What follows belongs to an exercise in optimizing a design on an open flow for small area, a short achievable clock period and few clock cycles; a production flow would make more cautious choices. Only simulation tests tie the RTL to the original design; equivalence was not proved.

**flow/design.v**
```verilog
module csx_core (
    input  wire        clk,
    input  wire        rst,       
    input  wire        req,
    input  wire        we,
    input  wire [7:0]  sel,
    input  wire [15:0] wdata,
    output wire        ack,
    output wire [15:0] rdata
);
    reg [7:0]  sum;
    reg [10:0] status;            
    reg [7:0]  t00;    
    reg [7:0]  t01;    
    reg [7:0]  t02;    
    reg [7:0]  t03;    
    reg [7:0]  t04;    
    reg [7:0]  t05;    
    reg [7:0]  t06;    
    reg [7:0]  t07;    
    reg [7:0]  t08;    
    reg [7:0]  t09;    
    reg [7:0]  t10;    
    reg [7:0]  t11;    
    reg [7:0]  t12;    
    reg [7:0]  t13;    
    reg [7:0]  t14;    
    reg [7:0]  t15;    
    reg [7:0]  t16;    
    reg [7:0]  t17;    
    reg [7:0]  t18;    
    reg [7:0]  t19;    
    reg [7:0]  t20;    
    reg [7:0]  t21;    
    reg [7:0]  t22;    
    reg [7:0]  t23;    
    reg [7:0]  t24;    
    reg [7:0]  t25;    
    reg [7:0]  t26;    
    reg [7:0]  t27;    
    reg [7:0]  t28;    
    reg [7:0]  t29;    
    reg [7:0]  t30;    
    reg [7:0]  t31;    
    reg [7:0]  t32;    
    reg [7:0]  t33;    
    reg [5:0]  tlen;
    reg [7:0]  b00;    
    reg [7:0]  b01;    
    reg [7:0]  b02;    
    reg [7:0]  b03;    
    reg [7:0]  b04;    
    reg [7:0]  b05;    
    reg [7:0]  b06;    
    reg [7:0]  b07;    
    reg [7:0]  b08;    
    reg [7:0]  b09;    
    reg [7:0]  b10;    
    reg [7:0]  b11;    
    reg [7:0]  b12;    
    reg [7:0]  b13;    
    reg [7:0]  b14;    
    reg [7:0]  b15;    
    reg [7:0]  b16;    
    reg [7:0]  b17;    
    reg [7:0] f_gap;
    reg [7:0] f_outl;
    reg [7:0] f_red;
    reg [7:0] f_green;
    reg [7:0] f_blue;
    reg [7:0] f_alpha;
    reg [6:0] f_splitdist;
    reg        f_recoil;
    reg [7:0] f_fgap;
    reg [2:0] f_color;
    reg        f_drawoutl;
    reg [3:0] f_inner;
    reg [3:0] f_outer;
    reg [3:0] f_ratio;
    reg [7:0] f_thick;
    reg [2:0] f_style;
    reg        f_dot;
    reg        f_guwv;
    reg        f_usealpha;
    reg        f_t;
    reg [12:0] f_size;
    reg        ack_r;
    reg [12:0] rdata_r;
    reg        rtxt_r;           
    assign ack = ack_r;
    localparam [3:0] S_IDLE = 4'd0,
                     S_PACK = 4'd1,
                     S_CKG  = 4'd2,
                     S_B2T  = 4'd3,
                     S_CLRB = 4'd4,
                     S_MAC  = 4'd5,
                     S_CKV  = 4'd6,
                     S_UNPK = 4'd7,
                     S_MACH = 4'd8,
                     S_B2P  = 4'd9;
    localparam [2:0] E_FORMAT = 3'd1,
                     E_CODE   = 3'd2,
                     E_RANGE  = 3'd3,
                     E_ILLCMD = 3'd4;
    reg [3:0] state;
    reg       composite;         
    reg [5:0] cnt;               
    reg [7:0] fetch_r;           
    wire idle   = (state == S_IDLE);
    wire first  = idle && req && !ack_r;         
    wire hw     = first && we;                   
    wire is_cmd = hw && (sel == 8'h71);
    reg  [7:0] wd_r;
    wire tw     = ack_r && req && we && idle;
    wire b2t_first = (cnt == 6'd1);
    wire b2t_last  = (cnt == 6'd36);
    wire [7:0] isel = (state == S_B2T || state == S_B2P) ? (8'h30 + {3'd0, cnt[5:1]})
                                                         : {2'b00, cnt};
    wire [7:0] rsel = idle ? sel : isel;
    reg  [12:0] rmux;
    always @* begin
        case (rsel)
        8'h00: rmux = {5'd0, t00};
        8'h01: rmux = {5'd0, t01};
        8'h02: rmux = {5'd0, t02};
        8'h03: rmux = {5'd0, t03};
        8'h04: rmux = {5'd0, t04};
        8'h05: rmux = {5'd0, t05};
        8'h06: rmux = {5'd0, t06};
        8'h07: rmux = {5'd0, t07};
        8'h08: rmux = {5'd0, t08};
        8'h09: rmux = {5'd0, t09};
        8'h0A: rmux = {5'd0, t10};
        8'h0B: rmux = {5'd0, t11};
        8'h0C: rmux = {5'd0, t12};
        8'h0D: rmux = {5'd0, t13};
        8'h0E: rmux = {5'd0, t14};
        8'h0F: rmux = {5'd0, t15};
        8'h10: rmux = {5'd0, t16};
        8'h11: rmux = {5'd0, t17};
        8'h12: rmux = {5'd0, t18};
        8'h13: rmux = {5'd0, t19};
        8'h14: rmux = {5'd0, t20};
        8'h15: rmux = {5'd0, t21};
        8'h16: rmux = {5'd0, t22};
        8'h17: rmux = {5'd0, t23};
        8'h18: rmux = {5'd0, t24};
        8'h19: rmux = {5'd0, t25};
        8'h1A: rmux = {5'd0, t26};
        8'h1B: rmux = {5'd0, t27};
        8'h1C: rmux = {5'd0, t28};
        8'h1D: rmux = {5'd0, t29};
        8'h1E: rmux = {5'd0, t30};
        8'h1F: rmux = {5'd0, t31};
        8'h20: rmux = {5'd0, t32};
        8'h21: rmux = {5'd0, t33};
        8'h22: rmux = {7'd0, tlen};
        8'h30: rmux = {5'd0, b00};
        8'h31: rmux = {5'd0, b01};
        8'h32: rmux = {5'd0, b02};
        8'h33: rmux = {5'd0, b03};
        8'h34: rmux = {5'd0, b04};
        8'h35: rmux = {5'd0, b05};
        8'h36: rmux = {5'd0, b06};
        8'h37: rmux = {5'd0, b07};
        8'h38: rmux = {5'd0, b08};
        8'h39: rmux = {5'd0, b09};
        8'h3A: rmux = {5'd0, b10};
        8'h3B: rmux = {5'd0, b11};
        8'h3C: rmux = {5'd0, b12};
        8'h3D: rmux = {5'd0, b13};
        8'h3E: rmux = {5'd0, b14};
        8'h3F: rmux = {5'd0, b15};
        8'h40: rmux = {5'd0, b16};
        8'h41: rmux = {5'd0, b17};
        8'h48: rmux = {5'd0, sum};
        8'h50: rmux = {5'd0, f_gap};
        8'h51: rmux = {5'd0, f_outl};
        8'h52: rmux = {5'd0, f_red};
        8'h53: rmux = {5'd0, f_green};
        8'h54: rmux = {5'd0, f_blue};
        8'h55: rmux = {5'd0, f_alpha};
        8'h56: rmux = {6'd0, f_splitdist};
        8'h57: rmux = {12'd0, f_recoil};
        8'h58: rmux = {5'd0, f_fgap};
        8'h59: rmux = {10'd0, f_color};
        8'h5A: rmux = {12'd0, f_drawoutl};
        8'h5B: rmux = {9'd0, f_inner};
        8'h5C: rmux = {9'd0, f_outer};
        8'h5D: rmux = {9'd0, f_ratio};
        8'h5E: rmux = {5'd0, f_thick};
        8'h5F: rmux = {10'd0, f_style};
        8'h60: rmux = {12'd0, f_dot};
        8'h61: rmux = {12'd0, f_guwv};
        8'h62: rmux = {12'd0, f_usealpha};
        8'h63: rmux = {12'd0, f_t};
        8'h64: rmux = f_size;
        8'h70: rmux = {2'd0, status};
        default: rmux = 13'd0;
        endcase
    end
    wire [7:0] txt_wd, rd_txt;
    csx_tcenc u_tcenc (.i(wd_r), .o(txt_wd));
    wire       txt_clr = (state == S_PACK && composite) || (state == S_B2P);
    wire [7:0] fixc    = (cnt == 6'd1) ? 8'h02 : (cnt == 6'd2) ? 8'h12 : (cnt == 6'd3) ? 8'h06 : (cnt == 6'd4) ? 8'h0E : 8'h74;
    wire [7:0] tbus    = txt_clr ? 8'h00 : b2t_wr ? fixc : txt_wd;
    csx_tcdec u_tcdec (.i(rdata_r[7:0]), .o(rd_txt));
    assign rdata = rtxt_r ? {8'd0, rd_txt} : {3'b000, rdata_r};
    localparam [149:0] DIG_2P144 = {6'd2, 6'd8, 6'd51, 6'd45, 6'd23, 6'd54, 6'd12, 6'd17, 6'd6, 6'd7, 6'd4, 6'd4, 6'd19, 6'd28, 6'd27, 6'd6, 6'd25, 6'd47, 6'd14, 6'd26, 6'd59, 6'd4, 6'd27, 6'd38, 6'd16};
    wire [149:0] digits = {t33[5:0], t32[5:0], t31[5:0], t30[5:0], t29[5:0], t27[5:0], t26[5:0], t25[5:0], t24[5:0], t23[5:0], t21[5:0], t20[5:0], t19[5:0], t18[5:0], t17[5:0], t15[5:0], t14[5:0], t13[5:0], t12[5:0], t11[5:0], t09[5:0], t08[5:0], t07[5:0], t06[5:0], t05[5:0]};
    wire wf_text = (tlen == 6'd34) &&
        (t00 == 8'h02) && (t01 == 8'h12) && (t02 == 8'h06) && (t03 == 8'h0E) && (t04 == 8'h74) && (t10 == 8'h74) && (t16 == 8'h74) && (t22 == 8'h74) && (t28 == 8'h74) &&
        (t05[7:6] == 2'b00) && (t05[5:1] != 5'h1F) &&
        (t06[7:6] == 2'b00) && (t06[5:1] != 5'h1F) &&
        (t07[7:6] == 2'b00) && (t07[5:1] != 5'h1F) &&
        (t08[7:6] == 2'b00) && (t08[5:1] != 5'h1F) &&
        (t09[7:6] == 2'b00) && (t09[5:1] != 5'h1F) &&
        (t11[7:6] == 2'b00) && (t11[5:1] != 5'h1F) &&
        (t12[7:6] == 2'b00) && (t12[5:1] != 5'h1F) &&
        (t13[7:6] == 2'b00) && (t13[5:1] != 5'h1F) &&
        (t14[7:6] == 2'b00) && (t14[5:1] != 5'h1F) &&
        (t15[7:6] == 2'b00) && (t15[5:1] != 5'h1F) &&
        (t17[7:6] == 2'b00) && (t17[5:1] != 5'h1F) &&
        (t18[7:6] == 2'b00) && (t18[5:1] != 5'h1F) &&
        (t19[7:6] == 2'b00) && (t19[5:1] != 5'h1F) &&
        (t20[7:6] == 2'b00) && (t20[5:1] != 5'h1F) &&
        (t21[7:6] == 2'b00) && (t21[5:1] != 5'h1F) &&
        (t23[7:6] == 2'b00) && (t23[5:1] != 5'h1F) &&
        (t24[7:6] == 2'b00) && (t24[5:1] != 5'h1F) &&
        (t25[7:6] == 2'b00) && (t25[5:1] != 5'h1F) &&
        (t26[7:6] == 2'b00) && (t26[5:1] != 5'h1F) &&
        (t27[7:6] == 2'b00) && (t27[5:1] != 5'h1F) &&
        (t29[7:6] == 2'b00) && (t29[5:1] != 5'h1F) &&
        (t30[7:6] == 2'b00) && (t30[5:1] != 5'h1F) &&
        (t31[7:6] == 2'b00) && (t31[5:1] != 5'h1F) &&
        (t32[7:6] == 2'b00) && (t32[5:1] != 5'h1F) &&
        (t33[7:6] == 2'b00) && (t33[5:1] != 5'h1F) &&
        1'b1;
    wire t2b_ovf = (digits >= DIG_2P144);
    wire [143:0] bufv = {b00, b01, b02, b03, b04, b05, b06, b07, b08, b09, b10, b11, b12, b13, b14, b15, b16, b17};
    wire [149:0] dg_in = {t33[5:0], t32[5:0], t31[5:0], t30[5:0], t29[5:0], t27[5:0], t26[5:0], t25[5:0], t24[5:0], t23[5:0], t21[5:0], t20[5:0], t19[5:0], t18[5:0], t17[5:0], t15[5:0], t14[5:0], t13[5:0], t12[5:0], t11[5:0], t09[5:0], t08[5:0], t07[5:0], t06[5:0], t05[5:0]};
    reg  [5:0]  mac_s;
    reg         mac_c;
    wire [71:0] lo_a = {bufv[65:0], fetch_r[5:0]};    
    wire [71:0] lo_b = {~bufv[70:0], 1'b1};
    wire [71:0] hi_a = {bufv[137:72], mac_s};
    wire [71:0] hi_b = ~{bufv[142:72], mac_s[5]};
    reg  [71:0] lo_s, hi_s;
    reg  [72:0] lo_c, hi_c;
    integer     m;
    always @* begin
        lo_c[0] = 1'b1;
        hi_c[0] = mac_c;
        for (m = 0; m < 72; m = m + 1) begin
            lo_s[m]   = lo_a[m] ^ lo_b[m] ^ lo_c[m];
            lo_c[m+1] = (lo_a[m] & lo_b[m]) | (lo_a[m] & lo_c[m]) | (lo_b[m] & lo_c[m]);
            hi_s[m]   = hi_a[m] ^ hi_b[m] ^ hi_c[m];
            hi_c[m+1] = (hi_a[m] & hi_b[m]) | (hi_a[m] & hi_c[m]) | (hi_b[m] & hi_c[m]);
        end
    end
    wire [143:0] mac = {hi_s, lo_s};
    wire       mac_last = (cnt == 6'd4);    
    wire [5:0] cnt_dn   = (cnt == 6'd29 || cnt == 6'd23 || cnt == 6'd17 || cnt == 6'd11)
                          ? cnt - 6'd2 : cnt - 6'd1;
    wire [3:0]   nib = cnt[0] ? fetch_r[7:4] : fetch_r[3:0];
    reg  [149:0] dg;
    reg  [5:0]   dk;
    reg          cy, co;
    integer      k, st;
    always @* begin
        dg = dg_in;
        for (st = 3; st >= 0; st = st - 1) begin
            cy = nib[st];
            for (k = 0; k < 24; k = k + 1) begin
                dk = dg[6 * k +: 6];
                co = dk[5] | (&dk[4:0]);
                dg[6 * k +: 6] = {dk[4:0] + {4'd0, co}, cy};
                cy = co;
            end
            dg[149:144] = {4'd0, dg[144], cy};
        end
    end
    function [15:0] csa;     
        input [7:0] a, b, c;
        begin
            csa[15:8] = a ^ b ^ c;
            csa[7:0]  = {(a[6:0] & b[6:0]) | (a[6:0] & c[6:0]) | (b[6:0] & c[6:0]), 1'b0};
        end
    endfunction
    wire [15:0] k1 = csa(b01, b02, b03);
    wire [15:0] k2 = csa(b04, b05, b06);
    wire [15:0] k3 = csa(b07, b08, b09);
    wire [15:0] k4 = csa(b10, b11, b12);
    wire [15:0] k5 = csa(b13, b14, b15);
    wire [15:0] k6 = csa(k1[15:8], k1[7:0], k2[15:8]);
    wire [15:0] k7 = csa(k2[7:0],  k3[15:8], k3[7:0]);
    wire [15:0] k8 = csa(k4[15:8], k4[7:0], k5[15:8]);
    wire [15:0] k9 = csa(k6[15:8], k6[7:0], k7[15:8]);
    wire [15:0] ka = csa(k7[7:0],  k8[15:8], k8[7:0]);
    wire [15:0] kb = csa(k9[15:8], k9[7:0], ka[15:8]);
    wire [15:0] kc = csa(kb[15:8], kb[7:0], ka[7:0]);
    wire [15:0] kd = csa(kc[15:8], kc[7:0], k5[7:0]);
    wire [15:0] ke = csa(kd[15:8], kd[7:0], b16);
    wire [15:0] kf = csa(ke[15:8], ke[7:0], b17);
    wire [7:0]  ck15 = kd[15:8] + kd[7:0];
    wire [7:0]  ck17 = kf[15:8] + kf[7:0];
    function [6:0] range_check;    
        input [7:0] outl;
        input [3:0] inner, outer, ratio;
        input [7:0] thick;
        input [2:0] style;
        begin
            if (outl > 8'd6)         range_check = {1'b1, 1'b1, 5'd1};
            else if (inner > 4'd10)  range_check = {1'b1, 1'b1, 5'd11};
            else if (outer < 4'd3)   range_check = {1'b1, 1'b0, 5'd12};
            else if (outer > 4'd10)  range_check = {1'b1, 1'b1, 5'd12};
            else if (ratio > 4'd10)  range_check = {1'b1, 1'b1, 5'd13};
            else if (thick > 8'd63)  range_check = {1'b1, 1'b1, 5'd14};
            else if (style > 3'd5)   range_check = {1'b1, 1'b1, 5'd15};
            else                     range_check = 7'd0;
        end
    endfunction
    wire [6:0] unpk_chk = range_check(b03, b10[7:4], b11[3:0], b11[7:4], b12, b13[3:1]);
    wire [6:0] pack_chk = range_check(f_outl, f_inner, f_outer, f_ratio, f_thick, f_style);
    wire [7:0] cw      = wdata[7:0];
    wire       done    = ack_r && req;       
    wire       ckv_ok  = (b00 == ck15);
    wire       unpk_wr = !unpk_chk[6] &&
                         ((state == S_UNPK) || (state == S_CKV && composite && ckv_ok));
    wire       pack_wr = (state == S_PACK);
    wire       ckg_wr  = (state == S_CKG);
    wire       clr_wr  = (state == S_CLRB);
    wire       mac_lo  = (state == S_MAC);
    wire       mac_hi  = (state == S_MAC) || (state == S_MACH);
    wire       b2t_wr  = (state == S_B2T);
    wire [7:0] bbus    = clr_wr ? 8'h00 : ckg_wr ? ck17 : wdata[7:0];
    always @(posedge clk) begin
        rdata_r <= rmux;
        rtxt_r  <= (rsel <= 8'h21);
        fetch_r <= (state == S_CKG) ? ck17 : rmux[7:0];
        wd_r    <= wdata[7:0];
        if (rst) begin
            state  <= S_IDLE;
            status <= 11'd0;
            ack_r  <= 1'b0;
        end else begin
            if (done) ack_r <= 1'b0;
            case (state)
            S_IDLE: begin
                if (first && !is_cmd) ack_r <= 1'b1;
                if (is_cmd) begin
                    composite <= (cw == 8'h04) || (cw == 8'h08);
                    ack_r     <= 1'b1;          
                    cnt       <= 6'd0;
                    if (status[2:0] != 3'd0) begin
                        if (cw == 8'h09) status <= 11'd0;
                    end else begin
                        case (cw)
                        8'h01, 8'h04: begin
                            if (!wf_text)
                                status <= {8'd0, E_FORMAT};
                            else if (t2b_ovf)
                                status <= {6'd0, 2'd1, E_CODE};
                            else begin
                                state <= S_CLRB;
                                ack_r <= 1'b0;
                                cnt   <= 6'd33;
                            end
                        end
                        8'h02: state <= S_CKV;
                        8'h03: state <= S_UNPK;
                        8'h05, 8'h08: begin
                            if (pack_chk[6])
                                status <= {pack_chk[5], pack_chk[4:0], 2'd0, E_RANGE};
                            else begin
                                state <= S_PACK;
                                ack_r <= (cw == 8'h05);
                            end
                        end
                        8'h06: state <= S_CKG;
                        8'h07: begin
                            state <= S_B2P;
                            ack_r <= 1'b0;
                        end
                        8'h09:   status <= 11'd0;
                        default: status <= {8'd0, E_ILLCMD};
                        endcase
                    end
                end
            end
            S_PACK: state <= composite ? S_CKG : S_IDLE;
            S_CKG: begin
                state <= composite ? S_B2T : S_IDLE;
                cnt   <= 6'd1;
            end
            S_B2P: begin
                state <= S_B2T;
                cnt   <= 6'd1;
            end
            S_B2T: begin
                cnt <= cnt + 6'd1;
                if (cnt == 6'd35) ack_r <= 1'b1;
                if (b2t_last) state <= S_IDLE;
            end
            S_CLRB: begin
                mac_s <= 6'd0;
                mac_c <= 1'b1;
                cnt   <= cnt_dn;
                state <= S_MAC;
            end
            S_MAC: begin
                mac_s <= bufv[71:66];
                mac_c <= lo_c[72];
                cnt   <= cnt_dn;
                if (mac_last) begin
                    state <= S_MACH;
                    if (!composite) ack_r <= 1'b1;
                end
            end
            S_MACH: begin
                if (composite) begin
                    state <= S_CKV;
                    ack_r <= 1'b1;
                end else
                    state <= S_IDLE;
            end
            S_CKV: begin
                if (!ckv_ok)
                    status <= {6'd0, 2'd2, E_CODE};
                else if (composite && unpk_chk[6])
                    status <= {unpk_chk[5], unpk_chk[4:0], 2'd0, E_RANGE};
                state <= S_IDLE;
            end
            S_UNPK: begin
                if (unpk_chk[6])
                    status <= {unpk_chk[5], unpk_chk[4:0], 2'd0, E_RANGE};
                state <= S_IDLE;
            end
            default: state <= S_IDLE;
            endcase
        end
    end
    always @(posedge clk) begin
        if (state == S_CKG)      sum <= ck17;
        else if (state == S_CKV) sum <= ck15;
        if (hw && sel == 8'h22)       tlen <= wdata[5:0];
        else if (b2t_wr && b2t_first) tlen <= 6'd34;
    end
    always @(posedge clk)
        if ((tw && sel == 8'h00) || (b2t_wr && cnt == 6'd1)) t00 <= tbus;    
    always @(posedge clk)
        if ((tw && sel == 8'h01) || (b2t_wr && cnt == 6'd2)) t01 <= tbus;    
    always @(posedge clk)
        if ((tw && sel == 8'h02) || (b2t_wr && cnt == 6'd3)) t02 <= tbus;    
    always @(posedge clk)
        if ((tw && sel == 8'h03) || (b2t_wr && cnt == 6'd4)) t03 <= tbus;    
    always @(posedge clk)
        if ((tw && sel == 8'h04) || (b2t_wr && cnt == 6'd5)) t04 <= tbus;    
    always @(posedge clk)
        if ((tw && sel == 8'h05) || txt_clr) t05 <= tbus;
        else if (b2t_wr) t05 <= {2'b00, dg[5:0]};
    always @(posedge clk)
        if ((tw && sel == 8'h06) || txt_clr) t06 <= tbus;
        else if (b2t_wr) t06 <= {2'b00, dg[11:6]};
    always @(posedge clk)
        if ((tw && sel == 8'h07) || txt_clr) t07 <= tbus;
        else if (b2t_wr) t07 <= {2'b00, dg[17:12]};
    always @(posedge clk)
        if ((tw && sel == 8'h08) || txt_clr) t08 <= tbus;
        else if (b2t_wr) t08 <= {2'b00, dg[23:18]};
    always @(posedge clk)
        if ((tw && sel == 8'h09) || txt_clr) t09 <= tbus;
        else if (b2t_wr) t09 <= {2'b00, dg[29:24]};
    always @(posedge clk)
        if ((tw && sel == 8'h0A) || (b2t_wr && cnt == 6'd5)) t10 <= tbus;    
    always @(posedge clk)
        if ((tw && sel == 8'h0B) || txt_clr) t11 <= tbus;
        else if (b2t_wr) t11 <= {2'b00, dg[35:30]};
    always @(posedge clk)
        if ((tw && sel == 8'h0C) || txt_clr) t12 <= tbus;
        else if (b2t_wr) t12 <= {2'b00, dg[41:36]};
    always @(posedge clk)
        if ((tw && sel == 8'h0D) || txt_clr) t13 <= tbus;
        else if (b2t_wr) t13 <= {2'b00, dg[47:42]};
    always @(posedge clk)
        if ((tw && sel == 8'h0E) || txt_clr) t14 <= tbus;
        else if (b2t_wr) t14 <= {2'b00, dg[53:48]};
    always @(posedge clk)
        if ((tw && sel == 8'h0F) || txt_clr) t15 <= tbus;
        else if (b2t_wr) t15 <= {2'b00, dg[59:54]};
    always @(posedge clk)
        if ((tw && sel == 8'h10) || (b2t_wr && cnt == 6'd5)) t16 <= tbus;    
    always @(posedge clk)
        if ((tw && sel == 8'h11) || txt_clr) t17 <= tbus;
        else if (b2t_wr) t17 <= {2'b00, dg[65:60]};
    always @(posedge clk)
        if ((tw && sel == 8'h12) || txt_clr) t18 <= tbus;
        else if (b2t_wr) t18 <= {2'b00, dg[71:66]};
    always @(posedge clk)
        if ((tw && sel == 8'h13) || txt_clr) t19 <= tbus;
        else if (b2t_wr) t19 <= {2'b00, dg[77:72]};
    always @(posedge clk)
        if ((tw && sel == 8'h14) || txt_clr) t20 <= tbus;
        else if (b2t_wr) t20 <= {2'b00, dg[83:78]};
    always @(posedge clk)
        if ((tw && sel == 8'h15) || txt_clr) t21 <= tbus;
        else if (b2t_wr) t21 <= {2'b00, dg[89:84]};
    always @(posedge clk)
        if ((tw && sel == 8'h16) || (b2t_wr && cnt == 6'd5)) t22 <= tbus;    
    always @(posedge clk)
        if ((tw && sel == 8'h17) || txt_clr) t23 <= tbus;
        else if (b2t_wr) t23 <= {2'b00, dg[95:90]};
    always @(posedge clk)
        if ((tw && sel == 8'h18) || txt_clr) t24 <= tbus;
        else if (b2t_wr) t24 <= {2'b00, dg[101:96]};
    always @(posedge clk)
        if ((tw && sel == 8'h19) || txt_clr) t25 <= tbus;
        else if (b2t_wr) t25 <= {2'b00, dg[107:102]};
    always @(posedge clk)
        if ((tw && sel == 8'h1A) || txt_clr) t26 <= tbus;
        else if (b2t_wr) t26 <= {2'b00, dg[113:108]};
    always @(posedge clk)
        if ((tw && sel == 8'h1B) || txt_clr) t27 <= tbus;
        else if (b2t_wr) t27 <= {2'b00, dg[119:114]};
    always @(posedge clk)
        if ((tw && sel == 8'h1C) || (b2t_wr && cnt == 6'd5)) t28 <= tbus;    
    always @(posedge clk)
        if ((tw && sel == 8'h1D) || txt_clr) t29 <= tbus;
        else if (b2t_wr) t29 <= {2'b00, dg[125:120]};
    always @(posedge clk)
        if ((tw && sel == 8'h1E) || txt_clr) t30 <= tbus;
        else if (b2t_wr) t30 <= {2'b00, dg[131:126]};
    always @(posedge clk)
        if ((tw && sel == 8'h1F) || txt_clr) t31 <= tbus;
        else if (b2t_wr) t31 <= {2'b00, dg[137:132]};
    always @(posedge clk)
        if ((tw && sel == 8'h20) || txt_clr) t32 <= tbus;
        else if (b2t_wr) t32 <= {2'b00, dg[143:138]};
    always @(posedge clk)
        if ((tw && sel == 8'h21) || txt_clr) t33 <= tbus;
        else if (b2t_wr) t33 <= {2'b00, dg[149:144]};
    always @(posedge clk)
        if (mac_hi) b00 <= mac[143:136];
        else if (pack_wr) b00 <= 8'h00;
        else if (clr_wr || ckg_wr || (hw && sel == 8'h30)) b00 <= bbus;
    always @(posedge clk)
        if (mac_hi) b01 <= mac[135:128];
        else if (pack_wr) b01 <= 8'h01;
        else if (clr_wr || (hw && sel == 8'h31)) b01 <= bbus;
    always @(posedge clk)
        if (mac_hi) b02 <= mac[127:120];
        else if (pack_wr) b02 <= f_gap;
        else if (clr_wr || (hw && sel == 8'h32)) b02 <= bbus;
    always @(posedge clk)
        if (mac_hi) b03 <= mac[119:112];
        else if (pack_wr) b03 <= f_outl;
        else if (clr_wr || (hw && sel == 8'h33)) b03 <= bbus;
    always @(posedge clk)
        if (mac_hi) b04 <= mac[111:104];
        else if (pack_wr) b04 <= f_red;
        else if (clr_wr || (hw && sel == 8'h34)) b04 <= bbus;
    always @(posedge clk)
        if (mac_hi) b05 <= mac[103:96];
        else if (pack_wr) b05 <= f_green;
        else if (clr_wr || (hw && sel == 8'h35)) b05 <= bbus;
    always @(posedge clk)
        if (mac_hi) b06 <= mac[95:88];
        else if (pack_wr) b06 <= f_blue;
        else if (clr_wr || (hw && sel == 8'h36)) b06 <= bbus;
    always @(posedge clk)
        if (mac_hi) b07 <= mac[87:80];
        else if (pack_wr) b07 <= f_alpha;
        else if (clr_wr || (hw && sel == 8'h37)) b07 <= bbus;
    always @(posedge clk)
        if (mac_hi) b08 <= mac[79:72];
        else if (pack_wr) b08 <= {f_recoil, f_splitdist};
        else if (clr_wr || (hw && sel == 8'h38)) b08 <= bbus;
    always @(posedge clk)
        if (mac_lo) b09 <= mac[71:64];
        else if (pack_wr) b09 <= f_fgap;
        else if (clr_wr || (hw && sel == 8'h39)) b09 <= bbus;
    always @(posedge clk)
        if (mac_lo) b10 <= mac[63:56];
        else if (pack_wr) b10 <= {f_inner, f_drawoutl, f_color};
        else if (clr_wr || (hw && sel == 8'h3A)) b10 <= bbus;
    always @(posedge clk)
        if (mac_lo) b11 <= mac[55:48];
        else if (pack_wr) b11 <= {f_ratio, f_outer};
        else if (clr_wr || (hw && sel == 8'h3B)) b11 <= bbus;
    always @(posedge clk)
        if (mac_lo) b12 <= mac[47:40];
        else if (pack_wr) b12 <= f_thick;
        else if (clr_wr || (hw && sel == 8'h3C)) b12 <= bbus;
    always @(posedge clk)
        if (mac_lo) b13 <= mac[39:32];
        else if (pack_wr) b13 <= {f_t, f_usealpha, f_guwv, f_dot, f_style, 1'b0};
        else if (clr_wr || (hw && sel == 8'h3D)) b13 <= bbus;
    always @(posedge clk)
        if (mac_lo) b14 <= mac[31:24];
        else if (pack_wr) b14 <= f_size[7:0];
        else if (clr_wr || (hw && sel == 8'h3E)) b14 <= bbus;
    always @(posedge clk)
        if (mac_lo) b15 <= mac[23:16];
        else if (pack_wr) b15 <= {3'b000, f_size[12:8]};
        else if (clr_wr || (hw && sel == 8'h3F)) b15 <= bbus;
    always @(posedge clk)
        if (mac_lo) b16 <= mac[15:8];
        else if (pack_wr) b16 <= 8'h00;
        else if (clr_wr || (hw && sel == 8'h40)) b16 <= bbus;
    always @(posedge clk)
        if (mac_lo) b17 <= mac[7:0];
        else if (pack_wr) b17 <= 8'h00;
        else if (clr_wr || (hw && sel == 8'h41)) b17 <= bbus;
    always @(posedge clk)
        if (hw && sel == 8'h50) f_gap <= wdata[7:0];
        else if (unpk_wr) f_gap <= b02;
    always @(posedge clk)
        if (hw && sel == 8'h51) f_outl <= wdata[7:0];
        else if (unpk_wr) f_outl <= b03;
    always @(posedge clk)
        if (hw && sel == 8'h52) f_red <= wdata[7:0];
        else if (unpk_wr) f_red <= b04;
    always @(posedge clk)
        if (hw && sel == 8'h53) f_green <= wdata[7:0];
        else if (unpk_wr) f_green <= b05;
    always @(posedge clk)
        if (hw && sel == 8'h54) f_blue <= wdata[7:0];
        else if (unpk_wr) f_blue <= b06;
    always @(posedge clk)
        if (hw && sel == 8'h55) f_alpha <= wdata[7:0];
        else if (unpk_wr) f_alpha <= b07;
    always @(posedge clk)
        if (hw && sel == 8'h56) f_splitdist <= wdata[6:0];
        else if (unpk_wr) f_splitdist <= b08[6:0];
    always @(posedge clk)
        if (hw && sel == 8'h57) f_recoil <= wdata[0];
        else if (unpk_wr) f_recoil <= b08[7];
    always @(posedge clk)
        if (hw && sel == 8'h58) f_fgap <= wdata[7:0];
        else if (unpk_wr) f_fgap <= b09;
    always @(posedge clk)
        if (hw && sel == 8'h59) f_color <= wdata[2:0];
        else if (unpk_wr) f_color <= b10[2:0];
    always @(posedge clk)
        if (hw && sel == 8'h5A) f_drawoutl <= wdata[0];
        else if (unpk_wr) f_drawoutl <= b10[3];
    always @(posedge clk)
        if (hw && sel == 8'h5B) f_inner <= wdata[3:0];
        else if (unpk_wr) f_inner <= b10[7:4];
    always @(posedge clk)
        if (hw && sel == 8'h5C) f_outer <= wdata[3:0];
        else if (unpk_wr) f_outer <= b11[3:0];
    always @(posedge clk)
        if (hw && sel == 8'h5D) f_ratio <= wdata[3:0];
        else if (unpk_wr) f_ratio <= b11[7:4];
    always @(posedge clk)
        if (hw && sel == 8'h5E) f_thick <= wdata[7:0];
        else if (unpk_wr) f_thick <= b12;
    always @(posedge clk)
        if (hw && sel == 8'h5F) f_style <= wdata[2:0];
        else if (unpk_wr) f_style <= b13[3:1];
    always @(posedge clk)
        if (hw && sel == 8'h60) f_dot <= wdata[0];
        else if (unpk_wr) f_dot <= b13[4];
    always @(posedge clk)
        if (hw && sel == 8'h61) f_guwv <= wdata[0];
        else if (unpk_wr) f_guwv <= b13[5];
    always @(posedge clk)
        if (hw && sel == 8'h62) f_usealpha <= wdata[0];
        else if (unpk_wr) f_usealpha <= b13[6];
    always @(posedge clk)
        if (hw && sel == 8'h63) f_t <= wdata[0];
        else if (unpk_wr) f_t <= b13[7];
    always @(posedge clk)
        if (hw && sel == 8'h64) f_size <= wdata[12:0];
        else if (unpk_wr) f_size <= {b15[4:0], b14};
endmodule
module csx_tcenc (i, o);
  input wire [7:0] i;
  output wire [7:0] o;
  wire _000_;
  wire _001_;
  wire _002_;
  wire _003_;
  wire _004_;
  wire _005_;
  wire _006_;
  wire _007_;
  wire _008_;
  wire _009_;
  wire _010_;
  wire _011_;
  wire _012_;
  wire _013_;
  wire _014_;
  wire _015_;
  wire _016_;
  wire _017_;
  wire _018_;
  wire _019_;
  wire _020_;
  wire _021_;
  wire _022_;
  wire _023_;
  wire _024_;
  wire _025_;
  wire _026_;
  wire _027_;
  wire _028_;
  wire _029_;
  wire _030_;
  wire _031_;
  wire _032_;
  wire _033_;
  wire _034_;
  wire _035_;
  wire _036_;
  wire _037_;
  wire _038_;
  wire _039_;
  wire _040_;
  wire _041_;
  wire _042_;
  wire _043_;
  wire _044_;
  wire _045_;
  wire _046_;
  wire _047_;
  wire _048_;
  wire _049_;
  wire _050_;
  wire _051_;
  wire _052_;
  wire _053_;
  wire _054_;
  wire _055_;
  wire _056_;
  wire _057_;
  wire _058_;
  wire _059_;
  wire _060_;
  assign _000_ = ~i[1];
  assign _001_ = ~(i[0] | i[2] | i[3] | i[4]);
  assign _002_ = ~i[6];
  assign _003_ = ~(i[0] | i[2]);
  assign _004_ = ~i[2];
  assign _005_ = ~i[3];
  assign _006_ = ~((_000_ & _004_) | _005_);
  assign _007_ = ~(i[4] & _006_);
  assign _008_ = ~(_003_ | _007_);
  assign _009_ = ~((_000_ & _001_) | _002_ | i[7] | _008_);
  assign _010_ = ~((_000_ | _004_) & _006_);
  assign _011_ = ~((i[4] & i[5] & _010_) | i[7]);
  assign _012_ = ~(i[6] | _011_);
  assign o[6] = ~(_009_ | _012_);
  assign _013_ = ~(~i[7] & _002_);
  assign _014_ = ~i[5];
  assign _015_ = ~(i[1] | i[0]);
  assign _016_ = ~i[4];
  assign _017_ = ~(_005_ | _016_);
  assign _018_ = ~(i[2] & _017_);
  assign _019_ = ~i[0];
  assign _020_ = ~(_000_ | _019_ | _017_);
  assign _021_ = ~(_019_ | i[6] | _020_);
  assign _022_ = ~(_015_ | _020_);
  assign _023_ = ~(_002_ | _022_);
  assign _024_ = ~((i[0] & _002_) | i[1] | _018_);
  assign _025_ = ~((_018_ & _021_) | _023_ | _024_);
  assign _026_ = ~(i[5] | _001_);
  assign _027_ = ~(_019_ & _002_);
  assign _028_ = ~(i[4] | _014_ | _015_);
  assign _029_ = ~((_016_ & i[5]) | i[1]);
  assign _030_ = ~(_028_ | _029_);
  assign _031_ = ~((_017_ | _027_) & _014_);
  assign _032_ = ~((_027_ | _030_) & _031_);
  assign _033_ = ~(_025_ & _032_);
  assign _034_ = ~((_025_ | _026_) & _033_);
  assign _035_ = ~(_000_ | _019_);
  assign _036_ = ~_034_;
  assign _037_ = ~((_019_ | _002_) & _018_);
  assign _038_ = ~((_014_ & _027_ & _037_) | i[7]);
  assign _039_ = ~((_015_ | _034_) & (_035_ | _036_) & _038_);
  assign _040_ = ~(_014_ & _039_);
  assign _041_ = ~((_004_ | _039_) & _009_ & _040_);
  assign _042_ = ~(i[3] | i[4] | _041_);
  assign o[5] = ~((_007_ | _013_) & (_014_ | _042_));
  assign _043_ = ~(_007_ | _013_);
  assign _044_ = ~(i[5] | _035_);
  assign _045_ = ~(_004_ | _044_);
  assign _046_ = ~(_028_ | _045_);
  assign _047_ = ~(_013_ | _046_);
  assign _048_ = ~(i[4] | _047_);
  assign _049_ = ~(_005_ | _048_);
  assign _050_ = ~((i[4] & _041_) | _042_ | _049_);
  assign o[4] = ~((_014_ & _043_) | _050_);
  assign _051_ = ~((_013_ | _046_) & _041_);
  assign _052_ = ~(_016_ | _014_ | _013_);
  assign _053_ = ~_052_;
  assign _054_ = ~((_003_ | _053_) & (_043_ | _051_) & i[3]);
  assign o[3] = ((i[3] | _051_) & _054_);
  assign _055_ = ~(_005_ | _000_);
  assign _056_ = ~((_004_ | _053_ | _055_) & (i[2] | _052_));
  assign _057_ = ~(_039_ | _056_);
  assign o[2] = ~((_039_ & _056_) | _057_);
  assign _058_ = ~(_038_ & _036_);
  assign o[1] = ~((_000_ | _038_) & _058_);
  assign _059_ = ~((_019_ | _002_) & _027_);
  assign _060_ = ~(o[6] & _059_);
  assign o[0] = ~((o[6] | _059_) & _060_);
  assign o[7] = i[7];
endmodule
module csx_tcdec (i, o);
  input wire [7:0] i;
  output wire [7:0] o;
  wire _000_;
  wire _001_;
  wire _002_;
  wire _003_;
  wire _004_;
  wire _005_;
  wire _006_;
  wire _007_;
  wire _008_;
  wire _009_;
  wire _010_;
  wire _011_;
  wire _012_;
  wire _013_;
  wire _014_;
  wire _015_;
  wire _016_;
  wire _017_;
  wire _018_;
  wire _019_;
  wire _020_;
  wire _021_;
  wire _022_;
  wire _023_;
  wire _024_;
  wire _025_;
  wire _026_;
  wire _027_;
  wire _028_;
  wire _029_;
  wire _030_;
  wire _031_;
  wire _032_;
  wire _033_;
  wire _034_;
  wire _035_;
  wire _036_;
  wire _037_;
  wire _038_;
  wire _039_;
  wire _040_;
  wire _041_;
  wire _042_;
  wire _043_;
  wire _044_;
  wire _045_;
  wire _046_;
  wire _047_;
  wire _048_;
  wire _049_;
  wire _050_;
  wire _051_;
  wire _052_;
  wire _053_;
  wire _054_;
  wire _055_;
  assign _000_ = ~i[3];
  assign _001_ = ~i[4];
  assign _002_ = ~(i[2] | i[1] | i[0]);
  assign _003_ = ~(~i[7] & i[6]);
  assign _004_ = ~i[0];
  assign _005_ = ~i[1];
  assign _006_ = ~(_004_ | _005_);
  assign _007_ = ~(i[2] | _006_);
  assign _008_ = ~(_000_ | _001_ | _007_);
  assign _009_ = ~((_000_ & _001_ & _002_) | _003_ | _008_);
  assign _010_ = ~(i[4] & i[5]);
  assign _011_ = ~i[2];
  assign _012_ = ~(i[6] | i[7]);
  assign _013_ = ~((_011_ | _010_) & _012_);
  assign _014_ = ~_013_;
  assign _015_ = ~((_000_ | _010_) & _014_);
  assign _016_ = ~_015_;
  assign _017_ = ~(i[6] | _016_);
  assign o[6] = ~(_009_ | _017_);
  assign _018_ = ~i[5];
  assign _019_ = ~(_000_ | _001_);
  assign _020_ = ~((i[2] | i[1] | i[5]) & _019_ & _014_);
  assign _021_ = ~(_011_ | _005_);
  assign _022_ = ~(i[0] & _021_);
  assign _023_ = ~((i[5] | _002_) & _022_ & _009_);
  assign _024_ = ~(i[3] | i[4] | _023_);
  assign o[5] = ~((_018_ & _020_) | _024_);
  assign _025_ = ~_020_;
  assign _026_ = ~((_018_ & _022_) | _013_ | _002_);
  assign _027_ = ~((i[3] & _026_) | _024_);
  assign _028_ = ~((i[3] | _023_) & i[4]);
  assign o[4] = ~((_018_ & _025_) | (_027_ & _028_));
  assign _029_ = ~(_026_ | ~_023_);
  assign _030_ = ~(i[3] | _029_);
  assign _031_ = ~((i[3] & _029_) | _030_);
  assign o[3] = ~((_003_ | _010_) & (_025_ | _031_));
  assign _032_ = ~(_018_ | _019_);
  assign _033_ = ~_032_;
  assign _034_ = ~((_004_ | _032_) & (i[0] | _033_) & _009_);
  assign _035_ = ~_034_;
  assign _036_ = ~(_013_ & _021_);
  assign _037_ = ~(_023_ & _036_);
  assign _038_ = ~(i[0] | i[1]);
  assign _039_ = ~(i[5] & _038_);
  assign _040_ = ~((_007_ | _021_) & _032_);
  assign _041_ = ~(_037_ & _039_ & _040_);
  assign _042_ = ~(_038_ | _006_);
  assign _043_ = ~(_004_ | o[5]);
  assign _044_ = ~((_004_ & o[5]) | _043_);
  assign _045_ = ~(_042_ | _044_);
  assign _046_ = ~(_011_ & o[6]);
  assign _047_ = ~(i[2] & _045_);
  assign _048_ = ~((_045_ | _046_) & _014_ & _047_);
  assign o[2] = ~((_011_ | _012_ | _035_) & _041_ & _048_);
  assign _049_ = ~(_015_ | _044_);
  assign _050_ = ~(_005_ & _049_);
  assign _051_ = ~((_005_ | _049_) & _050_);
  assign _052_ = ~(_011_ | _010_);
  assign _053_ = ~((_052_ | _034_) & _051_);
  assign o[1] = ~((_034_ | _051_) & _053_);
  assign _054_ = ~(_009_ | _016_);
  assign _055_ = ~(i[0] & _054_);
  assign o[0] = ~((i[0] | _054_) & _055_);
  assign o[7] = i[7];
endmodule
```
**flow/run.sh**
```bash
#!/bin/bash
# synth_recipe.tcl (not shown) runs the flow's synth.tcl, then flattens the netlist and writes it again
# the make line also repeats each setting of config.mk as NAME=value (left out here)
make -C /OpenROAD-flow-scripts/flow DESIGN_CONFIG=/design/flow/config.mk WORK_HOME=/design/flow/orfs CLKGATE_MAP_FILE= SYNTH_SCRIPT=/design/flow/synth_recipe.tcl finish
```
**flow/config.mk**
```make
export PLATFORM = sky130hd
export DESIGN_NAME = csx_core
export DESIGN_NICKNAME = csx_core
export VERILOG_FILES = /design/flow/design.v
export SDC_FILE = /design/flow/constraint.sdc
export NUM_CORES = 4
export LEC_CHECK = 0
export ABC_AREA = 1
export CAP_MARGIN = 20
export CORE_MARGIN = 2
export CORE_UTILIZATION = 40
export PLACE_DENSITY = 0.6
export SLEW_MARGIN = 20
```
**flow/constraint.sdc**
```tcl
create_clock -name core_clock -period 200.0 [get_ports {clk}]
set_input_delay 40.0000 -clock core_clock [delete_from_list [all_inputs] [get_ports {clk}]]
set_output_delay 40.0000 -clock core_clock [all_outputs]
set_load 0.01 [all_outputs]
```
==> qor.yml, run 1 <==
outcome:
  status: "complete, no violations"
sta:
  tightest_slew_ps: 1210
  fin_setup_tns_ps: 0
  slew_viol_final: 0
  holdWs_ps: 492
  rsz0062_at_grt: "false"
  min_period_over_period_pct: 22.0
  finClkSkew_ps: 31.0
  finalCriticalPeriod_ps: 43980
  hold_violations: 0
  relSlewSlack_pct: 18.2
  max_clock_freq_mhz: 22.7
  setup_viol_count_final: 0
synth:
  avgSynthCellArea_um2: 8.08
  synth_area_um2: 47800
  yosysMostFrequentCell: "nand2_1"
  yosys-top-cells-count: "nand2_1, inv_1, nor2_1"
  synth_area_leaders: "edfxtp_1, nand2_1, fa_1"
  postSynthCellCount: 5910
  seq_area_frac_synth_pct: 36.6
  ys.flop_type: "edfxtp_1"
  async_flop_share_pct: 0
  synth-edff-count: 552
  synth_cell_types: 68
  synth_top_area_share_pct: 34.7
  ys_ff_latch: 597
  ys_warn_count: 1
  yosysTopAreaCell: "edfxtp_1"
clock_network:
  cts_sinks: 597
  clkTransAtPathRegs_ps: 60
  cts_tree: "built"
  postCtsHoldBufs: 0
  clock_path_buffers: 3
  ctsHtreeMaxLevel: 3
  cts_setup_buffers: 0
  cts_resized: 0
  cts-root-buf: "clkbuf_16"
  insertion_delay_ps: 690
  numCtsBuffers: 76
worst_setup_path:
  cp-end-kind: "flop"
  cp_data_arrival_time_ps: 44550
  start_kind: "input port"
  critPathKind: "in -> reg"
  cp_slowest_cell: "clkdlybuf4s50_1"
  critPathMostFrequentCell: "nand2_1"
  cp.required_ps: 200570
  crit_chain: "clkdlybuf4s50_1 > inv_1 > o21ai_1 > inv_1 > nand2_2 > nor2_4 > buf_4 > nand3_1 > o21ai_0 > nor2_1 > nand2_1 > nor2_1 > nand4_1 > nand2_1 > nand2_1"
  cpPeakStageDelay_ps: 720
  critical_path_peak_fanout: 42
floorplanning:
  pin_count: 45
  die-height_um: 350
  rows: 126
  initial_core_util_pct: 40.4
  fp.dieW_um: 350
  die-area_um2: 122000
  core_um2: 118000
final_layout:
  register_area_um2: 17500
  nNetsFinal: 6423
  fill_cells: 12000
  synthToLayoutAreaGrowth_pct: 9.45
  drive_above_1_share_pct: 5.07
  fin_area_um2: 52300
  multiInputGateArea_um2: 27100
  largestRegisters: "f_size: 13 flops, rdata_r: 13 flops, status: 10 flops"
global_route:
  gr-usage-all-layers_pct: 38.1
  grt_max_degree: 70
  grt_overflow: 0
  grt_antenna_before_repair: 14
  grt_pass1_wl_um: 323000
  grt_pass1_vias: 42200
job:
  cap_violations: 0
routing:
  drt.antenna.violating_nets: 0
  drcViolationCount: 0
  wirelength_um: 235000
  drtIter0Drc: 5976
  viasPerCell: 5.91
  vias: 44600
  wl_per_cell_um: 31.2
  first_pass_iters: 8
place:
  numPortBuffers: 38
  dp_hpwl_um: 188000
  place_area_um2: 49900
  gp_congestion: 1.08
hold_path:
  hold_class: "reg -> reg"
[critical path, delay by kind of cell]
kind / cells / cell delay [ps]
and+or+nand+nor: 9 / 2190
buffers and inverters: 4 / 1420
AOI/OAI and AO/OA: 2 / 910
[per-layer routing]
layer  up-vias  part of all wire, %  track usage (%)
met5         -                0.053                0
met4        18                  8.3             25.9
met3       685                   10             8.53
met2      2586                   44             58.7
met1     21500                   38             47.7
li1      19700                    -                -
[cells by family after synthesis]
| logic type | synth area share, % |
|---|---|
| flops | 36.6 |
| xor+xnor | 5.54 |
| other cells | 0.00785 |
| fa+ha+maj | 15.8 |
| simple gates | 26.5 |
| compound gates | 8.64 |
| buf+inv | 6.91 |
[stage by stage]
step | utilization, % | setup WS, ps | std cells
2_1_floorplan | - | 157950 | 5912
3_3_place_gp | 42.2 | 155600 | 7391
3_5_place_dp | 42.2 | 155700 | 7391
4_1_cts | 44.2 | 156220 | 7530
5_1_grt | 44.2 | 155870 | 7531
6_report | 44.2 | 156020 | 7535
[layout make-up]
cell class                      instances  share of cell area, %
Antenna cell                            5                 0.0239
Clock buffer                          100                   3.91
Clock inverter                         39                  0.570
Inverter                              699                   5.02
Multi-Input combinational cell       4460                   51.8
Sequential cell                       597                   33.4
Tap cell                             1536                   3.68
Timing Repair Buffer                   99                   1.60
[cell usage in the layout, fill, tap and decap left out, types with 95 or more instances in the layout]
cell type,instances
edfxtp_1,552
a21oi_1,95
inv_1,675
ha_1,228
o21ai_0,381
nand4_1,113
fa_1,234
nand2_1,1535
nor2_1,593
xor2_1,167
nand3_1,509
xnor2_1,135
[path summary, 6_finish.rpt]
kind	start	to	slack, ps	cells after the start
worst min register to register	status[4]$_SDFFE_PP0P_	status[4]$_SDFFE_PP0P_	490	2
worst max register to register	b17[0]$_DFFE_PP_	b09[7]$_DFFE_PP_	170260	74
worst min-delay path	status[4]$_SDFFE_PP0P_	status[4]$_SDFFE_PP0P_	490	2
worst max-delay path	sel[5]	fetch_r[7]$_DFF_P_	156020	15
Testbench counts, summed over its fixed seeds: cycles 18,816.
==> inputs of run 2 (changes only) <==
--- a/flow/config.mk
+++ b/flow/config.mk
@@ -9,5 +9,6 @@
 export CAP_MARGIN = 20
 export CORE_MARGIN = 2
 export CORE_UTILIZATION = 40
+export CTS_BUF_LIST = sky130_fd_sc_hd__clkbuf_4 sky130_fd_sc_hd__clkbuf_8
 export PLACE_DENSITY = 0.6
 export SLEW_MARGIN = 20
==> run 2 against run 1 <==
  * Still clean on timing, DRC and antenna
  * Register-to-register slack worse by 50 ps
  * Synthesized area unchanged
  * Global-route usage up 0.13 points
==> qor.yml, run 2 <==
outcome:
  status: "complete, no violations"  # unchanged
clock_network:
  postCtsHoldBufs: 0  # unchanged
  cts_sinks: 597  # unchanged
  numCtsBuffers: 116  # was 76
  cts-root-buf: "clkbuf_8"  # was clkbuf_16
  insertion_delay_ps: 920  # was 690 ps
  clock_path_buffers: 3  # unchanged
  clkTransAtPathRegs_ps: 60  # about the same
  cts_tree: "built"  # unchanged
  ctsHtreeMaxLevel: 3  # unchanged
  cts_resized: 0  # unchanged
  cts_setup_buffers: 0  # unchanged
final_layout:
  multiInputGateArea_um2: 27100  # unchanged
  layout_common_cells: "nand2_1, inv_1, nor2_1"  # unchanged
  register_area_um2: 17500  # unchanged
  synthToLayoutAreaGrowth_pct: 9.60  # was 9.45%
  fill_cells: 12000  # about the same
  nNetsFinal: 6463  # was 6423
  largestRegisters: "f_size: 13 flops, rdata_r: 13 flops, status: 10 flops"  # unchanged
  drive_above_1_share_pct: 6.34  # was 5.07%
  layout_commonest_cell: "nand2_1"  # unchanged
floorplanning:
  core_um2: 118000  # unchanged
  initial_core_util_pct: 40.4  # unchanged
  die-height_um: 350  # unchanged
  fp.dieW_um: 350  # unchanged
  rows: 126  # unchanged
  die-area_um2: 122000  # unchanged
  pin_count: 45  # unchanged
hold_path:
  holdPathStages: 2  # unchanged
  hold_class: "reg -> reg"  # unchanged
sta:
  rsz0062_at_grt: "false"  # unchanged
  slew_viol_final: 0  # unchanged
  hold_violations: 0  # unchanged
  finalCriticalPeriod_ps: 44080  # was 43980 ps
  tightest_slew_ps: 1210  # about the same
  fin_setup_tns_ps: 0  # unchanged
  min_period_over_period_pct: 22.0  # about the same
  relSlewSlack_pct: 18.2  # about the same
  finClkSkew_ps: 85.1  # was 31.0 ps
  max_clock_freq_mhz: 22.7  # about the same
  setup_viol_count_final: 0  # unchanged
  fin_ws_ps: 155920  # was 156020 ps
synth:
  synth_area_um2: 47800  # unchanged
  synth_top_family_by_area: "simple AND/OR/NAND/NOR gates"  # unchanged
  synth_xor_xnor_area_share_pct: 5.54  # unchanged
  yosys-top-cells-count: "nand2_1, inv_1, nor2_1"  # unchanged
  seq_area_frac_synth_pct: 36.6  # unchanged
  ys_warn_count: 1  # unchanged
  yosysTopAreaCell: "edfxtp_1"  # unchanged
  avgSynthCellArea_um2: 8.08  # unchanged
  ys.flop_type: "edfxtp_1"  # unchanged
  synth_top_area_share_pct: 34.7  # unchanged
  synthAdderAreaFrac_pct: 15.8  # unchanged
  ys_ff_latch: 597  # unchanged
  synth-compound-area-share_pct: 8.64  # unchanged
  yosysMostFrequentCell: "nand2_1"  # unchanged
  postSynthCellCount: 5910  # unchanged
  synthMuxAreaShare_pct: 0  # unchanged
  synth-edff-count: 552  # unchanged
  synth_area_leaders: "edfxtp_1, nand2_1, fa_1"  # unchanged
  async_flop_share_pct: 0  # unchanged
  synth_cell_types: 68  # unchanged
  yosys.area_share.simple_pct: 26.5  # unchanged
routing:
  viasPerCell: 5.91  # about the same
  drt.antenna.violating_nets: 0  # unchanged
  wirelength_um: 235000  # about the same
  wl_per_cell_um: 30.9  # was 31.2 um
  vias: 45000  # was 44600
  drcViolationCount: 0  # unchanged
  drtIter0Drc: 5802  # was 5976
  first_pass_iters: 6  # was 8
place:
  gp_congestion: 1.08  # unchanged
  numPortBuffers: 38  # unchanged
  post-place-ws_ps: 155700  # unchanged
  dp_hpwl_um: 188000  # unchanged
global_route:
  grt_overflow: 0  # unchanged
  gr-usage-all-layers_pct: 38.2  # was 38.1%
  grt_max_degree: 70  # unchanged
  grt_pass1_vias: 42700  # was 42200
  grt_pass1_wl_um: 323000  # about the same
  grt_antenna_before_repair: 24  # was 14
worst_setup_path:
  start_kind: "flop"  # was input port
  cp_slowest_cell: "clkdlybuf4s50_1"  # unchanged
  critPathKind: "reg -> out"  # was in -> reg
  cp-end-kind: "output pin"  # was flop
  cpPeakStageDelay_ps: 580  # was 720 ps
  cp_data_arrival_time_ps: 4080  # was 44550 ps
  crit_chain: "inv_1 > nand3_1 > nor3_1 > nor3_1 > nand4_1 > o21ai_0 > xor2_1 > or2_2 > a21oi_1 > o21ai_0 > a31oi_1 > clkdlybuf4s50_1"  # was clkdlybuf4s50_1 > inv_1 > o21ai_1 > inv_1 > nand2_2 > nor2_4 > buf_4 > nand3_1 > o21ai_0 > nor2_1 > nand2_1 > nor2_1 > nand4_1 > nand2_1 > nand2_1
  cp.required_ps: 160000  # was 200570 ps
  critical_path_peak_fanout: 9  # was 42
  reg2reg_depth: 73  # was 74
job:
  cap_violations: 0  # unchanged
run 2: worst paths after layout:
| kind | from | end | slack, ps |
|---|---|---|---|
| hold / removal | status[4]$_SDFFE_PP0P_ | status[4]$_SDFFE_PP0P_ | 490 |
| setup reg to reg | b08[0]$_DFFE_PP_ | b00[7]$_DFFE_PP_ | 170210 |
| hold reg to reg | status[4]$_SDFFE_PP0P_ | status[4]$_SDFFE_PP0P_ | 490 |
| setup / recovery | rdata_r[2]$_DFF_P_ | rdata[2] | 155920 |
run 2: cells by family (layout without fill, tap and decap cells):
| logic type | count (synthesis) | in the layout |
|---|---|---|
| AOI/OAI and AO/OA | 720 | 720 |
| buffers and inverters | 855 | 1012 |
| xor gates and xnor gates | 302 | 302 |
| adders and majority gates | 462 | 462 |
| DFF | 597 | 597 |
| and+or+nand+nor | 2973 | 2973 |
| other | 1 | 14 |
run 2: per-layer routing:
| layer | vias to the layer above | global-route usage [%] | share of wire, % | routed length (um) |
|---|---|---|---|---|
| li1 | 19800 | - | - | - |
| met1 | 21700 | 47.5 | 38 | 89300 |
| met2 | 2712 | 58.7 | 44 | 102000 |
| met3 | 724 | 8.78 | 9.9 | 23400 |
| met4 | 24 | 26.8 | 8.5 | 19900 |
| met5 | - | 0 | 0.065 | 153 |
run 2: per-stage QoR:
step,utilization (%),hold WS (ps),cells,instance area [um^2]
3_3_place_gp,42.2,472,7391,49900
3_5_place_dp,42.2,471,7391,49900
4_1_cts,44.2,486,7605,52300
6_report,44.3,486,7616,52300
5_1_grt,44.3,519,7610,52300
2_1_floorplan,-,433,5912,47800
run 2: layout make-up:
class / instances / share of cell area [%]
multi-input cells: 4460 / 51.7
clock inverters: 53 / 0.708
well taps: 1536 / 3.67
inverters: 699 / 5.02
flip-flops and latches: 597 / 33.4
clock buffers: 161 / 3.87
diodes: 11 / 0.0526
repair buffers: 99 / 1.60
run 2: worst max-delay path: cells and delay by family (launching register included):
family | cells | cell delay [ps]
AOI/OAI and AO/OA | 4 | 670
xor gates and xnor gates | 1 | 140
buffers and inverters | 2 | 700
DFF | 1 | 490
and+or+nand+nor | 5 | 1190
==> inputs of run 3 (changes only) <==
==> flow/config.mk (replaced) <==
export PLATFORM = sky130hd
export DESIGN_NAME = csx_core
export DESIGN_NICKNAME = csx_core
export VERILOG_FILES = /design/flow/design.v
export SDC_FILE = /design/flow/constraint.sdc
export NUM_CORES = 4
export LEC_CHECK = 0
export CAP_MARGIN = 20
export CORE_MARGIN = 2
export CORE_UTILIZATION = 65
export PLACE_DENSITY = 0.8
export SLEW_MARGIN = 20
==> run 3 against run 2 <==
  * Still clean
  * Hold slack improved by 40 ps
  * Critical path depth did not move
  * Die area fell by 39%
  * First-iteration DRC count rose by 79%
  * Setup slack got worse by 810 ps
==> qor.yml, run 3 <==
synth:
  avgSynthCellArea_um2: 9.71  # was 8.08 um^2
  postSynthCellCount: 4814  # was 5910
  ys_warn_count: 1  # unchanged
  yosysTopAreaCell: "edfxtp_1"  # unchanged
  yosysMostFrequentCell: "nand2_1"  # unchanged
  seq_area_frac_synth_pct: 37.4  # was 36.6%
  synth_area_leaders: "edfxtp_1, fa_1, ha_1"  # was edfxtp_1, nand2_1, fa_1
  synth_top_area_share_pct: 35.5  # was 34.7%
  ys.flop_type: "edfxtp_1"  # unchanged
  yosys-top-cells-count: "nand2_1, edfxtp_1, o21ai_0"  # was nand2_1, inv_1, nor2_1
  async_flop_share_pct: 0  # unchanged
  synth-edff-count: 552  # unchanged
  ys_ff_latch: 597  # unchanged
  synth_area_um2: 46700  # was 47800 um^2
  synth_cell_types: 97  # was 68
worst_setup_path:
  cp_slowest_cell: "nor4_1"  # was clkdlybuf4s50_1
  crit_chain: "clkdlybuf4s50_1 > nand2b_1 > nand2_1 > o31ai_1 > nor2_2 > buf_4 > nand3_1 > o21ai_0 > a311oi_1 > nand4_1 > nor4_1 > nand2_1"  # was inv_1 > nand3_1 > nor3_1 > nor3_1 > nand4_1 > o21ai_0 > xor2_1 > or2_2 > a21oi_1 > o21ai_0 > a31oi_1 > clkdlybuf4s50_1
  critPathMostFrequentCell: "nand2_1"
  cp.required_ps: 200450  # was 160000 ps
  start_kind: "input port"  # was flop
  path_buf_inv: 2  # unchanged
  cp_data_arrival_time_ps: 45340  # was 4080 ps
  critPathKind: "in -> reg"  # was reg -> out
  path_depth: 12  # unchanged
  rrSetupSlack_ps: 170170  # was 170210 ps
  rr_endpoint: "b09[7]$_DFFE_PP_"  # was b00[7]$_DFFE_PP_
  cp-end-kind: "flop"  # was output pin
  critical_path_peak_fanout: 34  # was 9
  worstSetupEndpoint: "rdata_r[6]$_DFF_P_"  # was rdata[2]
  r2r-start: "b17[0]$_DFFE_PP_"  # was b08[0]$_DFFE_PP_
  cp_top_family: "simple AND/OR/NAND/NOR gates"  # unchanged
  cpPeakStageDelay_ps: 1140  # was 580 ps
  startpoint: "sel[0]"  # was rdata_r[2]$_DFF_P_
  reg2reg_depth: 73  # unchanged
routing:
  wirelength_um: 235000  # about the same
  viasPerCell: 8.12  # was 5.91
  drt.antenna.violating_nets: 0  # unchanged
  wl_per_cell_um: 40.2  # was 30.9 um
  drcViolationCount: 0  # unchanged
  vias: 47500  # was 45000
  drtIter0Drc: 10400  # was 5802
  first_pass_iters: 17  # was 6
clock_network:
  clkTransAtPathRegs_ps: 70  # was 60 ps
  cts_tree: "built"  # unchanged
  cts_sinks: 597  # unchanged
  cts-root-buf: "clkbuf_16"  # was clkbuf_8
  postCtsHoldBufs: 0  # unchanged
  numCtsBuffers: 69  # was 116
  cts_resized: 0  # unchanged
  insertion_delay_ps: 670  # was 920 ps
  cts_setup_buffers: 0  # unchanged
  ctsHtreeMaxLevel: 3  # unchanged
  clock_path_buffers: 3  # unchanged
final_layout:
  layout_commonest_cell: "nand2_1"  # unchanged
  synthToLayoutAreaGrowth_pct: 8.62  # was 9.60%
  drive_above_1_share_pct: 7.01  # was 6.34%
  layout_common_cells: "nand2_1, edfxtp_1, o21ai_0"  # was nand2_1, inv_1, nor2_1
  nNetsFinal: 5302  # was 6463
  fin_area_um2: 50800  # was 52300 um^2
  largestRegisters: "f_size: 13 flops, rdata_r: 13 flops, status: 10 flops"  # unchanged
  register_area_um2: 17500  # unchanged
  finalCoreUtilization_pct: 71.1  # was 44.3%
  multiInputGateArea_um2: 27500  # was 27100 um^2
  fill_cells: 5042  # was 12000
sta:
  rsz0062_at_grt: "false"  # unchanged
  setup_viol_count_final: 0  # unchanged
  min_period_over_period_pct: 22.4  # was 22.0%
  finalCriticalPeriod_ps: 44890  # was 44080 ps
  tightest_slew_ps: 1370  # was 1210 ps
  max_clock_freq_mhz: 22.3  # was 22.7 MHz
  finClkSkew_ps: 45.3  # was 85.1 ps
  relSlewSlack_pct: 7.20  # was 18.2%
  hold_violations: 0  # unchanged
  slew_viol_final: 0  # unchanged
  fin_setup_tns_ps: 0  # unchanged
global_route:
  grt_overflow: 0  # unchanged
  gr-usage-all-layers_pct: 63.2  # was 38.2%
  grt_antenna_before_repair: 47  # was 24
  grt_max_degree: 72  # was 70
  grt_pass1_wl_um: 328000  # was 323000 um
  grt_pass1_vias: 44400  # was 42700
floorplanning:
  fp.dieW_um: 272  # was 350 um
  initial_core_util_pct: 65.5  # was 40.4%
  die-area_um2: 74000  # was 122000 um^2
  die-height_um: 272  # was 350 um
  rows: 98  # was 126
  pin_count: 45  # unchanged
  core_um2: 71400  # was 118000 um^2
place:
  place_area_um2: 48300  # was 49900 um^2
  dp_hpwl_um: 173000  # was 188000 um
  gp_congestion: 1.26  # was 1.08
  numPortBuffers: 38  # unchanged
outcome:
  status: "complete, no violations"  # unchanged
job:
  cap_violations: 0  # unchanged
hold_path:
  hold_class: "reg -> reg"  # unchanged
run 3: changes by cell type in the layout (fill, tap and decap cells not counted), moves of 73 or more:
cell       change
a22oi_1       +79
clkbuf_16     +73
clkbuf_8     -129
inv_1        -408
nand2_1      -923
nand3_1      -168
nor2_1       -339
run 3: cell type report:
cell class                      instances  share of cell area [%]
Sequential cell                       597                    34.4
Inverter                              267                    1.97
Multi-Input combinational cell       3728                    54.2
Clock inverter                         32                   0.703
Clock buffer                           89                    3.76
Antenna cell                           40                   0.197
Timing Repair Buffer                  149                    2.37
Tap cell                              950                    2.34
run 3: kinds of logic after synthesis:
| kind of cell | Yosys count | synth area share, % |
|---|---|---|
| buffers and inverters | 491 | 4.18 |
| other | 1 | 0.00803 |
| DFF | 597 | 37.4 |
| and+or+nand+nor | 1720 | 18.0 |
| muxes | 67 | 1.60 |
| AOI/OAI and AO/OA | 1123 | 16.0 |
| xor gates and xnor gates | 351 | 6.67 |
| adders and majority gates | 464 | 16.2 |
run 3: per-layer routing:
metal | share of wire, % | up-vias | GRT usage [%]
li1 | - | 17900 | -
met5 | 0.27 | - | 6.16
met2 | 38 | 5597 | 85.4
met4 | 13 | 32 | 56.4
met3 | 19 | 1908 | 38.1
met1 | 30 | 22100 | 68.4
run 3: worst reg2reg max path, delay by kind of cell (launching register included):
kind | cells | cell delay [ps]
compound gates | 1 | 210
fa+ha+maj | 71 | 28820
buf+inv | 1 | 70
flops | 1 | 510
run 3: how the worst min path moves through the flow:
stage,cells past startpoint,from,end
floorplan,1,status[10]$_SDFFE_PP0P_,rdata_r[10]$_DFF_P_
detailed placement,1,f_size[12]$_DFFE_PP_,rdata_r[12]$_DFF_P_
global route,1,f_size[12]$_DFFE_PP_,rdata_r[12]$_DFF_P_
CTS,1,f_size[12]$_DFFE_PP_,rdata_r[12]$_DFF_P_
finish,1,f_size[12]$_DFFE_PP_,rdata_r[12]$_DFF_P_
global placement,1,f_size[9]$_DFFE_PP_,rdata_r[9]$_DFF_P_
run 3: metrics by stage:
step	setup WS, ps	instances	hold slack, ps
floorplan	157560	4816	441
global placement	155160	5687	488
detailed placement	155190	5688	489
CTS	155830	5809	514
global route	155600	5820	547
finish	155110	5852	526

separate check: timing with driven ports:
The flow's constraints put no driver on any port. The routed layouts listed below were extracted and timed again, unchanged, in two steps.
Step 1 (the two cells are an assumption about what drives the block):
set clk [get_ports {clk}]
set_driving_cell -lib_cell sky130_fd_sc_hd__clkbuf_16 $clk
set_driving_cell -lib_cell sky130_fd_sc_hd__buf_2 [delete_from_list [all_inputs] $clk]
Step 2 adds t to the input delays and takes it off the output delays; t is the mean of the earliest and latest rising clock arrival at the registers after step 1. Input paths then give back, and output paths get back, about the clock's delay inside the block.
Three values: no drivers, after step 1, after step 2; two values: the first two.
| run | shift t [ns] | slack for setup (ns) | worst hold slack (ns) | worst setup path at the end | cell pins on the clock port's net |
|---|---|---|---|---|---|
| run 1 | 0.756 | 156.022 / 156.037 / 155.281 | 0.492 / 0.492 / 0.492 | input to register | 1 |
| run 2 | 0.944 | 155.921 / 155.850 / 155.495 | 0.486 / 0.486 / 0.486 | input to register | 1 |
| run 3 | 0.726 | 155.108 / 155.155 / 154.430 | 0.526 / 0.526 / 0.526 | input to register | 1 |
After both steps setup and hold are still met in every run listed. For run 1, which loses most, drivers alone change the setup slack by +0.015 ns; drivers and shift together by -0.741 ns.
